This is an optimization exercise on Yosys and OpenROAD, whose aim is small area and a short achievable clock period, not a production implementation.
In this exercise RTL edits were held to simulation tests only and were not proved equivalent to the original.
Power is estimated from default activity; no workload was simulated.

Setup of ember:
==> flow/design.v <==
module pipe_core (
    input             clk,
    input             rst,           
    input      [1:0]  policy,        
    output     [31:0] imem_addr,
    input      [55:0] imem_rdata,
    output            dmem_re,
    output            dmem_we,
    output            dmem_wide,     
    output     [31:0] dmem_addr,
    output     [31:0] dmem_wdata,
    input      [31:0] dmem_rdata,
    input      [4:0]  dbg_reg_sel,
    output     [31:0] dbg_reg_val,
    output            halted,
    output            done,
    output     [31:0] cycle_count,
    output     [31:0] hit_count,
    output     [31:0] miss_count
);
    localparam [3:0] C_ADDI = 4'd1, C_SUB = 4'd2, C_LDW = 4'd3, C_LDB = 4'd4,
                     C_STW = 4'd5, C_STB = 4'd6, C_BZ = 4'd7, C_BGE = 4'd8,
                     C_BNE = 4'd9, C_HALT = 4'd10;
    reg [31:0] pc_q;
    reg [9:0]  ghr_q;
    reg        halted_q;
    reg [31:0] cycle_q, hit_q, miss_q;
    reg        pw_v;
    reg [9:0]  pw_idx;
    reg [1:0]  pw_d;
    reg        f_v;
    reg [3:0]  f_c;
    reg        f_wr;                     
    reg [4:0]  f_rd, f_rs1, f_rs2;
    reg [31:0] f_imm;                    
    reg        f_pt;
    reg [9:0]  f_pidx;
    reg        f_pst0;                   
    reg        d_v;
    reg [3:0]  d_c;
    reg        d_wr;
    reg [4:0]  d_rd;
    reg [31:0] d_imm;
    reg        d_pt;
    reg [9:0]  d_pidx;
    reg        d_pst0;
    reg [31:0] d_v1, d_v2;
    reg        d_r1, d_r2;
    reg        q_eqm1, q_eqm2;           
    reg        q_eqe1, q_eqe2;           
    reg        q_mfok;                   
    reg        q_efok;                   
    reg        e_v;
    reg [3:0]  e_c;
    reg        e_wr;
    reg [4:0]  e_rd;
    reg [31:0] e_alu, e_sd;
    reg        m_wr, m_halt, m_nz;
    reg [4:0]  m_rd;
    reg [31:0] m_val;
    wire [1023:0] rf_flat;
    wire [2047:0] pht_flat;
    function [31:0] rf_read;
        input [1023:0] f;
        input [4:0]    a;
        integer i;
        begin
            rf_read = 32'd0;
            for (i = 1; i < 32; i = i + 1)
                rf_read = rf_read | (f[32*i +: 32] & {32{a == i}});
        end
    endfunction
    wire done_w = halted_q && !(f_v && f_c != 4'd0) && !(d_v && d_c != 4'd0)
                  && !(e_v && e_c != 4'd0) && !m_nz;
    wire n_halted = halted_q | m_halt;
    wire fm1 = !d_r1 && q_mfok && q_eqm1;
    wire fm2 = !d_r2 && q_mfok && q_eqm2;
    wire fe1 = !d_r1 && !fm1 && q_efok && q_eqe1;
    wire fe2 = !d_r2 && !fm2 && q_efok && q_eqe2;
    wire [31:0] v1 = fm1 ? m_val : fe1 ? e_alu : d_v1;
    wire [31:0] v2 = fm2 ? m_val : fe2 ? e_alu : d_v2;
    wire r1 = d_r1 | fm1 | fe1;
    wire r2 = d_r2 | fm2 | fe2;
    wire go   = !d_v || (r1 && r2);          
    wire x_ld = (d_c == C_LDW) || (d_c == C_LDB);
    wire xw   = d_v && d_wr;
    wire is_sub = (d_c == C_SUB);
    wire [31:0] alu = is_sub ? (v1 - v2) : (v1 + d_imm);
    wire br  = d_v && (d_c == C_BZ || d_c == C_BGE || d_c == C_BNE);
    reg  taken;
    always @* begin
        case (d_c)
            C_BZ:    taken = (v1 == 32'd0);
            C_BGE:   taken = ($signed(v1) >= $signed(v2));
            default: taken = (v1 != v2);
        endcase
    end
    wire resolve = go && br;
    wire pht_we = resolve && policy[1];
    wire [1:0] d_pst = {d_pt, d_pst0};
    wire [1:0] pht_wd = taken ? ((d_pst == 2'd3) ? 2'd3 : d_pst + 2'd1)
                              : ((d_pst == 2'd0) ? 2'd0 : d_pst - 2'd1);
    wire mis = resolve && (taken != d_pt);
    wire e_ld = (e_c == C_LDW) || (e_c == C_LDB);
    assign dmem_re    = e_v && e_ld;
    assign dmem_we    = e_v && (e_c == C_STW || e_c == C_STB);
    assign dmem_wide  = (e_c == C_LDW) || (e_c == C_STW);
    assign dmem_addr  = e_alu;
    assign dmem_wdata = e_sd;
    wire [31:0] mem_val = !e_ld ? e_alu : (e_c == C_LDW) ? dmem_rdata : {24'd0, dmem_rdata[7:0]};
    wire [31:0] rf1 = (m_wr && m_rd == f_rs1) ? m_val : rf_read(rf_flat, f_rs1);
    wire [31:0] rf2 = (m_wr && m_rd == f_rs2) ? m_val : rf_read(rf_flat, f_rs2);
    wire mw = e_v && e_wr;
    wire f1_x = f_rs1 == d_rd, f1_e = f_rs1 == e_rd;
    wire f2_x = f_rs2 == d_rd, f2_e = f_rs2 == e_rd;
    wire nr1 = f_rs1 == 5'd0 || !((xw && f1_x) || (mw && f1_e));
    wire nr2 = f_rs2 == 5'd0 || !((xw && f2_x) || (mw && f2_e));
    wire [7:0]  i_op  = imem_rdata[7:0];
    wire [31:0] i_imm = imem_rdata[55:24];
    wire [3:0]  i_c   = (i_op[7:4] != 4'd0 || i_op[3:0] > 4'd10) ? 4'd11 : i_op[3:0];
    wire i_br = (i_op == 8'd7) || (i_op == 8'd8) || (i_op == 8'd9);
    wire i_rw = (i_op == 8'd1) || (i_op == 8'd2) || (i_op == 8'd3) || (i_op == 8'd4);
    wire [9:0] p_idx = (policy == 2'd3) ? ghr_q : pc_q[12:3];
    wire [1:0] p_st  = (pht_we && d_pidx == p_idx) ? pht_wd :
                       (pw_v && pw_idx == p_idx)   ? pw_d   : pht_flat[2*p_idx +: 2];
    wire p_t = (policy == 2'd1) || (policy[1] && p_st[1]);
    wire f_free = !f_v || go;
    wire fetch = !n_halted && !mis && f_free;
    wire [31:0] pc8 = pc_q + 32'd8;
    always @(posedge clk) begin
        if (rst) begin
            pc_q     <= 32'd0;
            ghr_q    <= 10'd0;
            halted_q <= 1'b0;
            cycle_q  <= 32'd0;
            hit_q    <= 32'd0;
            miss_q   <= 32'd0;
            f_v      <= 1'b0;
            d_v      <= 1'b0;
            e_v      <= 1'b0;
            e_wr     <= 1'b0;
            q_mfok   <= 1'b0;
            q_efok   <= 1'b0;
            m_wr     <= 1'b0;
            m_halt   <= 1'b0;
            m_nz     <= 1'b0;
            pw_v     <= 1'b0;
        end else begin
            pw_v     <= pht_we;
            halted_q <= n_halted;
            if (!done_w)
                cycle_q <= cycle_q + 32'd1;
            if (resolve && !mis)
                hit_q <= hit_q + 32'd1;
            if (mis)
                miss_q <= miss_q + 32'd1;
            m_wr   <= mw;
            m_halt <= e_v && e_c == C_HALT;
            m_nz   <= e_v && e_c != 4'd0;
            e_v <= go && d_v;
            if (go)
                e_wr <= xw;
            q_mfok <= mw && !(go && xw && d_rd == e_rd);
            if (go) begin
                d_v    <= f_v && !mis;
                q_efok <= xw && !x_ld;
            end
            if (fetch) begin
                f_v <= 1'b1;
                pc_q <= (i_br && p_t) ? i_imm : pc8;
                if (i_br && policy == 2'd3)
                    ghr_q <= {ghr_q[8:0], p_st[1]};
            end else if (mis) begin
                f_v <= 1'b0;
                pc_q <= d_imm;
                if (policy == 2'd3)
                    ghr_q <= {d_pidx[8:0], taken};
            end else if (go) begin
                f_v <= 1'b0;
            end
        end
    end
    always @(posedge clk) begin
        m_rd  <= e_rd;
        m_val <= mem_val;
        pw_idx <= d_pidx;
        pw_d   <= pht_wd;
        if (go) begin
            e_c   <= d_c;
            e_rd  <= d_rd;
            e_alu <= alu;
            e_sd  <= v2;
        end
        if (go) begin
            d_c    <= f_c;
            d_wr   <= f_wr;
            d_rd   <= f_rd;
            d_imm  <= f_imm;
            d_pt   <= f_pt;
            d_pidx <= f_pidx;
            d_pst0 <= f_pst0;
            d_v1   <= rf1;
            d_v2   <= rf2;
            d_r1   <= nr1;
            d_r2   <= nr2;
            q_eqm1 <= f1_e;
            q_eqm2 <= f2_e;
            q_eqe1 <= f1_x;
            q_eqe2 <= f2_x;
        end else begin
            d_v1   <= v1;
            d_v2   <= v2;
            d_r1   <= r1;
            d_r2   <= r2;
            q_eqm1 <= q_eqe1;
            q_eqm2 <= q_eqe2;
        end
        if (f_free) begin
            f_c    <= i_c;
            f_wr   <= i_rw && imem_rdata[12:8] != 5'd0;
            f_rd   <= imem_rdata[12:8];
            f_rs1  <= imem_rdata[17:13];
            f_rs2  <= imem_rdata[22:18];
            f_imm  <= (i_br && p_t) ? pc8 : i_imm;
            f_pt   <= p_t;
            f_pidx <= p_idx;
            f_pst0 <= p_st[0];
        end
    end
    wire [31:0] rf_wd  = rst ? 32'd0 : m_val;
    wire [31:0] pa, pb;                  
    wire [63:0] pht_wrow;                
    assign rf_flat[31:0] = 32'd0;
    genvar g;
    generate
        for (g = 1; g < 32; g = g + 1) begin : gen_rf
            reg [31:0] r;
            always @(posedge clk)
                if (rst || (m_wr && m_rd == g))
                    r <= rf_wd;
            assign rf_flat[32*g +: 32] = r;
        end
        for (g = 0; g < 32; g = g + 1) begin : gen_pre
            assign pa[g] = rst || (pw_v && pw_idx[4:0] == g);
            assign pb[g] = rst || (pw_idx[9:5] == g);
            assign pht_wrow[2*g +: 2] = pw_d & {2{!rst && pw_idx[9:5] == g}};
        end
        for (g = 0; g < 1024; g = g + 1) begin : gen_pht
            reg [1:0] c;
            always @(posedge clk)
                if (pa[g % 32] && pb[g / 32])
                    c <= pht_wrow[2*(g / 32) +: 2];
            assign pht_flat[2*g +: 2] = c;
        end
    endgenerate
    assign imem_addr   = pc_q;
    reg [31:0] dbg_v;
    integer dk;
    always @* begin
        dbg_v = 32'd0;
        for (dk = 0; dk < 8; dk = dk + 1)
            dbg_v = dbg_v | (rf_flat[32*(4*dk + dbg_reg_sel[1:0]) +: 32] & {32{dbg_reg_sel[4:2] == dk}});
    end
    assign dbg_reg_val = dbg_v;
    assign halted      = halted_q;
    assign done        = done_w;
    assign cycle_count = cycle_q;
    assign hit_count   = hit_q;
    assign miss_count  = miss_q;
endmodule
clock: 15.0 ns
lec_check: 0
cap_margin: 20
core_margin: 2
core_utilization: 50
cts_cluster_diameter: 60
cts_cluster_size: 20
place_density: 0.62
slew_margin: 20
standard.sh (not shown) runs the stock make flow with config.mk's settings and CLKGATE_MAP_FILE= SYNTH_SCRIPT=/design/flow/synth_recipe.tcl, a recipe that flattens the netlist after the stock synthesis.
==> flow/flow/run.sh <==
#!/bin/bash
# Layout flow: the standard ORFS layout (standard.sh, unchanged synthesis and
# steps), with the repair_timing setup margin raised so that the optimiser keeps
# working on paths well inside the 15 ns clock. The SDC is the standard flow's, unchanged.
# make's full output goes to make.log here; ORFS's own step logs stay under orfs/logs.
set -euo pipefail
bash standard.sh SETUP_SLACK_MARGIN=8 finish > make.log 2>&1
ember: no failed stages, no open violations at the end
Input-level comparison between onyx and ember:
Settings: CORE_UTILIZATION now 40, was 50.
Findings:
- Looking at global placement routability congestion across ember and onyx, the one that comes out lower is onyx.
- onyx ended with less overall global routing resource usage than ember.
- ember → onyx: placeable core region shows an increase of 25%; clock network fraction of design power now sits at about the same level.
- ember vs onyx, timing endpoint of the critical path: dbg_reg_val[1] vs dbg_reg_val[7]

port drivers added, routing unchanged:
The flow's constraints put no driver on any port. The routed layouts listed below were extracted and timed again, unchanged, in two steps.
Step 1 (the two cells are an assumption about what drives the block):
set clk [get_ports {clk}]
set_driving_cell -lib_cell sky130_fd_sc_hd__clkbuf_16 $clk
set_driving_cell -lib_cell sky130_fd_sc_hd__buf_2 [delete_from_list [all_inputs] $clk]
Step 2 also shifts input and output timing later by t, the mid clock arrival at the registers, as if the neighbouring blocks saw the same clock.
Three values: no drivers, after step 1, after step 2; two values: the first two.
run | t, ns | setup WS [ns] | latest minus earliest clock arrival (ns) | cell pins on the clock port's net
ember | 1.068 | 6.871 / 6.424 / 6.424 | 0.094 / 0.094 | 1
onyx | 1.045 | 6.775 / 6.511 / 6.511 | 0.141 / 0.140 | 1
After both steps every run listed still meets setup and hold. For ember, which loses most, drivers alone change the setup slack by -0.447 ns; drivers and shift together by -0.447 ns.
